Source: an optimization exercise on an open RTL-to-GDS flow (aim: small area, a short achievable clock period and few clock cycles). Production flows keep margins and buffers that such runs may drop.
Power and IR drop assume default switching activity.

Setup of v6:
==> module montctx32, before the edit <==
module montctx32 (
    input  wire        clk,
    input  wire        rst,       
    input  wire        start,     
    input  wire [1:0]  variant,
    input  wire [31:0] n,
    output wire        ready,
    output reg         done,
    output wire [3:0]  status,
    output wire [31:0] ninv,
    output reg  [31:0] rmodn,
    output wire [31:0] r2modn
);
    localparam [1:0] S_IDLE  = 2'd0,
                     S_SETUP = 2'd1,
                     S_RUN   = 2'd2;
    reg [1:0]  state;
    reg        ready_q;
    reg [4:0]  cnt;
    reg [31:0] n_q;
    reg [33:0] n3_q;      
    reg [1:0]  v_q;
    reg [1:0]  st_q;      
    reg        st0_q;     
    reg [31:0] r_q;       
    reg [31:0] z_q;       
    reg [31:0] c_q;       
    reg        cin_q;     
    assign ready  = ready_q;
    assign status = {1'b0, st_q, st0_q};
    assign ninv   = z_q;
    assign r2modn = r_q;
    wire accept = start & ready_q;
    reg [31:0] maxmod;
    always @(*) begin
        case (v_q)
            2'd0: maxmod = 32'hFFFF_FFFF;
            2'd1: maxmod = 32'h7FFF_FFFF;
            2'd2: maxmod = 32'h3FFF_FFFF;
            default: maxmod = 32'h2AAA_AAA9;
        endcase
    end
    wire is_even  = ~n_q[0];
    wire is_one   = (n_q == 32'd1);
    wire is_range = (n_q > maxmod);
    wire bad      = is_even | is_one | is_range;
    wire [15:0] pr;                      
    wire [15:0] psm;                     
    genvar g;
    generate
        for (g = 0; g < 16; g = g + 1) begin : g_pair
            assign pr[g]  = n_q[2*g+1] | n_q[2*g];
            assign psm[g] = |pr[15:g];
        end
    endgenerate
    wire [15:0] ptop = psm & ~{1'b0, psm[15:1]};     
    reg  [31:0] r_init;
    reg  [4:0]  half;                                
    integer k;
    always @(*) begin
        r_init = 32'd0;
        half   = 5'd0;
        for (k = 0; k < 16; k = k + 1) begin
            r_init[2*k] = ptop[k];
            if (ptop[k]) half = half | k[4:0];
        end
    end
    wire [33:0] n3;
    add_hc #(34) u_n3 (.a({2'b0, n_q}), .b({1'b0, n_q, 1'b0}), .ci(1'b0), .y(n3));
    wire [33:0] r4  = {r_q, 2'b00};
    wire [34:0] c1, c2, c3;              
    add_hc #(35) u_c1 (.a({1'b0, r4}), .b(~{3'b0, n_q}),       .ci(1'b1), .y(c1));
    add_hc #(35) u_c2 (.a({1'b0, r4}), .b(~{2'b0, n_q, 1'b0}), .ci(1'b1), .y(c2));
    add_hc #(35) u_c3 (.a({1'b0, r4}), .b(~{1'b0, n3_q}),      .ci(1'b1), .y(c3));
    wire        setup = (state == S_SETUP);
    wire        sel3 = ~setup & ~c3[34];
    wire        sel2 = ~setup & c3[34] & ~c2[34];
    wire        sel1 = ~setup & c2[34] & ~c1[34];
    wire        sel0 = ~setup & c1[34];
    wire [31:0] r_next = ({32{sel3}} & c3[31:0]) | ({32{sel2}} & c2[31:0]) |
                         ({32{sel1}} & c1[31:0]) | ({32{sel0}} & r4[31:0]) |
                         ({32{setup}} & r_init);
    wire [1:0]  t_lo = z_q[1:0] + c_q[1:0] + {1'b0, cin_q};
    wire        d0 = t_lo[0];
    wire        d1 = t_lo[1] ^ (t_lo[0] & n_q[1]);
    wire [31:0] dn = d1 ? (d0 ? n3_q[31:0] : {n_q[30:0], 1'b0})
                        : (d0 ? n_q : 32'd0);
    wire [31:0] fa_s = z_q ^ c_q ^ ~dn;
    wire [31:0] fa_c = (z_q & c_q) | (z_q & ~dn) | (c_q & ~dn);
    wire [32:0] cy   = {fa_c, cin_q};                 
    wire [2:0]  lo_sum = {1'b0, fa_s[1:0]} + {1'b0, cy[1:0]} + 3'd1;
    wire        cin_nx = lo_sum[2];
    wire [31:0] tmask;                   
    generate
        for (g = 0; g < 30; g = g + 1) begin : g_mask
            assign tmask[g] = ({cnt[3:0], 1'b0} <= 5'd29 - g);
        end
    endgenerate
    assign tmask[31:30] = 2'b00;
    wire [31:0] z_next = {d1, d0, (tmask[29:0] & fa_s[31:2]) | (~tmask[29:0] & z_q[31:2])};
    wire [31:0] c_next = {2'b00, tmask[29:0] & cy[31:2]};
    always @(posedge clk) begin
        done <= 1'b0;
        n3_q <= n3;
        case (state)
            S_SETUP: begin
                r_q   <= r_next;
                z_q   <= 32'd1;
                c_q   <= 32'd0;
                cin_q <= 1'b0;
                cnt   <= half;
                st_q  <= {bad, ~is_even & ~is_one & is_range};
                st0_q <= ~is_even & is_one;
                if (bad) begin
                    done  <= 1'b1;
                    state <= S_IDLE;
                end else begin
                    state <= S_RUN;
                end
            end
            S_RUN: begin
                r_q <= r_next;
                z_q   <= (cnt == 5'd15) ? 32'd1 : z_next;
                c_q   <= (cnt == 5'd15) ? 32'd0 : c_next;
                cin_q <= (cnt != 5'd15) & cin_nx;
                cnt <= cnt + 5'd1;
                if (cnt == 5'd16)
                    rmodn <= r_q;
                if (cnt == 5'd31) begin
                    done  <= 1'b1;
                    state <= accept ? S_SETUP : S_IDLE;
                end
            end
            default: begin
                r_q   <= r_next;
                z_q   <= z_next;
                c_q   <= c_next;
                cin_q <= cin_nx;
                if (accept)
                    state <= S_SETUP;
            end
        endcase
        if (accept) begin
            n_q <= n;
            v_q <= variant;
        end
        ready_q <= 1'b0;
        if ((state == S_IDLE & ~accept) | (state == S_SETUP & bad) |
            (state == S_RUN & cnt == 5'd31 & ~accept) |
            (state == S_RUN & cnt == 5'd30))
            ready_q <= 1'b1;
        if (rst) begin
            state   <= S_IDLE;
            done    <= 1'b0;
            ready_q <= 1'b1;
        end
    end
endmodule
==> module add_hc, before the edit <==
module add_hc #(parameter W = 35) (
    input  wire [W-1:0] a,
    input  wire [W-1:0] b,
    input  wire         ci,
    output wire [W-1:0] y
);
    wire [W-1:0] p0 = a ^ b;
    reg  [W-1:0] g, p, gn, pn;
    integer i, d;
    always @(*) begin
        g = a & b;
        p = p0;
        g[0] = g[0] | (p[0] & ci);
        for (i = 1; i < W; i = i + 2) begin
            g[i] = g[i] | (p[i] & g[i-1]);
            p[i] = p[i] & p[i-1];
        end
        for (d = 2; d < W; d = d * 2) begin
            gn = g;
            pn = p;
            for (i = 1; i < W; i = i + 2)
                if (i >= d + 1) begin
                    gn[i] = g[i] | (p[i] & g[i-d]);
                    pn[i] = p[i] & p[i-d];
                end
            g = gn;
            p = pn;
        end
        for (i = 2; i < W; i = i + 2)
            g[i] = g[i] | (p[i] & g[i-1]);
    end
    assign y = p0 ^ {g[W-2:0], ci};
endmodule
export LEC_CHECK = 0
export CAP_MARGIN = 20
export CORE_MARGIN = 2
export CORE_UTILIZATION = 40
export SETUP_SLACK_MARGIN = 2.4
export SLEW_MARGIN = 20
export TNS_END_PERCENT = 0
create_clock -name core_clock -period 5.0 [get_ports {clk}]
run.sh (not shown) runs the stock make flow with config.mk's settings and CLKGATE_MAP_FILE= SYNTH_SCRIPT=/design/flow/synth_recipe.tcl, a recipe that flattens the netlist after the stock synthesis.
[inputs] v7 vs v6
diff --git a/flow/design.v b/flow/design.v
--- a/flow/design.v
+++ b/flow/design.v
@@ -63,17 +63,14 @@
         for (k = 0; k < 16; k = k + 1) begin
             r_init[2*k] = ptop[k];
             if (ptop[k]) half = half | k[4:0];
         end
     end
-    wire [33:0] n3;
-    add_hc #(34) u_n3 (.a({2'b0, n_q}), .b({1'b0, n_q, 1'b0}), .ci(1'b0), .y(n3));
     wire [33:0] r4  = {r_q, 2'b00};
-    wire [34:0] c1, c2, c3;              
-    add_hc #(35) u_c1 (.a({1'b0, r4}), .b(~{3'b0, n_q}),       .ci(1'b1), .y(c1));
-    add_hc #(35) u_c2 (.a({1'b0, r4}), .b(~{2'b0, n_q, 1'b0}), .ci(1'b1), .y(c2));
-    add_hc #(35) u_c3 (.a({1'b0, r4}), .b(~{1'b0, n3_q}),      .ci(1'b1), .y(c3));
+    wire [34:0] c1  = {1'b0, r4} - {3'b0, n_q};
+    wire [34:0] c2  = {1'b0, r4} - {2'b0, n_q, 1'b0};
+    wire [34:0] c3  = {1'b0, r4} - {1'b0, n3_q};
     wire        setup = (state == S_SETUP);
     wire        sel3 = ~setup & ~c3[34];
     wire        sel2 = ~setup & c3[34] & ~c2[34];
     wire        sel1 = ~setup & c2[34] & ~c1[34];
     wire        sel0 = ~setup & c1[34];
@@ -96,14 +93,14 @@
             assign tmask[g] = ({cnt[3:0], 1'b0} <= 5'd29 - g);
         end
     endgenerate
     assign tmask[31:30] = 2'b00;
     wire [31:0] z_next = {d1, d0, (tmask[29:0] & fa_s[31:2]) | (~tmask[29:0] & z_q[31:2])};
-    wire [31:0] c_next = {2'b00, tmask[29:0] & cy[31:2]};
+    wire [31:0] c_next = {2'b00, cy[31:2]};
     always @(posedge clk) begin
         done <= 1'b0;
-        n3_q <= n3;
+        n3_q <= {2'b0, n_q} + {1'b0, n_q, 1'b0};
         case (state)
             S_SETUP: begin
                 r_q   <= r_next;
                 z_q   <= 32'd1;
                 c_q   <= 32'd0;
@@ -154,38 +151,5 @@
             done    <= 1'b0;
             ready_q <= 1'b1;
         end
     end
 endmodule
-module add_hc #(parameter W = 35) (
-    input  wire [W-1:0] a,
-    input  wire [W-1:0] b,
-    input  wire         ci,
-    output wire [W-1:0] y
-);
-    wire [W-1:0] p0 = a ^ b;
-    reg  [W-1:0] g, p, gn, pn;
-    integer i, d;
-    always @(*) begin
-        g = a & b;
-        p = p0;
-        g[0] = g[0] | (p[0] & ci);
-        for (i = 1; i < W; i = i + 2) begin
-            g[i] = g[i] | (p[i] & g[i-1]);
-            p[i] = p[i] & p[i-1];
-        end
-        for (d = 2; d < W; d = d * 2) begin
-            gn = g;
-            pn = p;
-            for (i = 1; i < W; i = i + 2)
-                if (i >= d + 1) begin
-                    gn[i] = g[i] | (p[i] & g[i-d]);
-                    pn[i] = p[i] & p[i-d];
-                end
-            g = gn;
-            p = pn;
-        end
-        for (i = 2; i < W; i = i + 2)
-            g[i] = g[i] | (p[i] & g[i-1]);
-    end
-    assign y = p0 ^ {g[W-2:0], ci};
-endmodule
Results
- Having completed the whole flow, v7 delivered a layout that passed the timing, DRC and antenna checks.
- The core of v7 is more densely filled than that of v6.
- Looking at period utilization, v7 sits below v6.
- Going from v6 to v7, buffers inserted during post-CTS setup optimization grows by 10.
- Looking at combinational power, v7 sits about 40% higher than v6 does.
- v7 vs. v6: overall routing resource usage went up 2.9 points; share of layout cells above drive strength 1 went up 2.9 points; worst setup slack went up 0.058 ns; clock-buffer cell count went down 7.9%.
- met3 track demand over resource sits higher in v7 than in v6.
- On synthesized cell count: between v7 and v6, it ends up higher for v7.
- Number of buffers created by CTS, v7 vs v6: up by a few percent
No functional check of the RTL was part of any run of this note.

## port drivers added, routing unchanged
In the flow no input, the clock included, has a driving cell. The finished layouts below were timed again as built, in two steps. Step 1, drivers: a clkbuf_16 drives clk and a buf_2 each remaining input, both assumed. Step 2 moves the port delays by t, midway between the first and last clock arrival at a register: inputs arrive t later, outputs are due t later. That takes back most of the time a late clock gives input paths. Slacks: ideal / step 1 / step 2; pairs: ideal / step 1.
run | shift t [ns] | setup WS [ns] | latest minus earliest clock arrival (ns)
v6 | 0.595 | 1.634 / 1.634 / 1.634 | 0.010 / 0.011
v7 | 0.605 | 1.692 / 1.692 / 1.692 | 0.019 / 0.019
After both steps setup and hold are still met in every run listed.
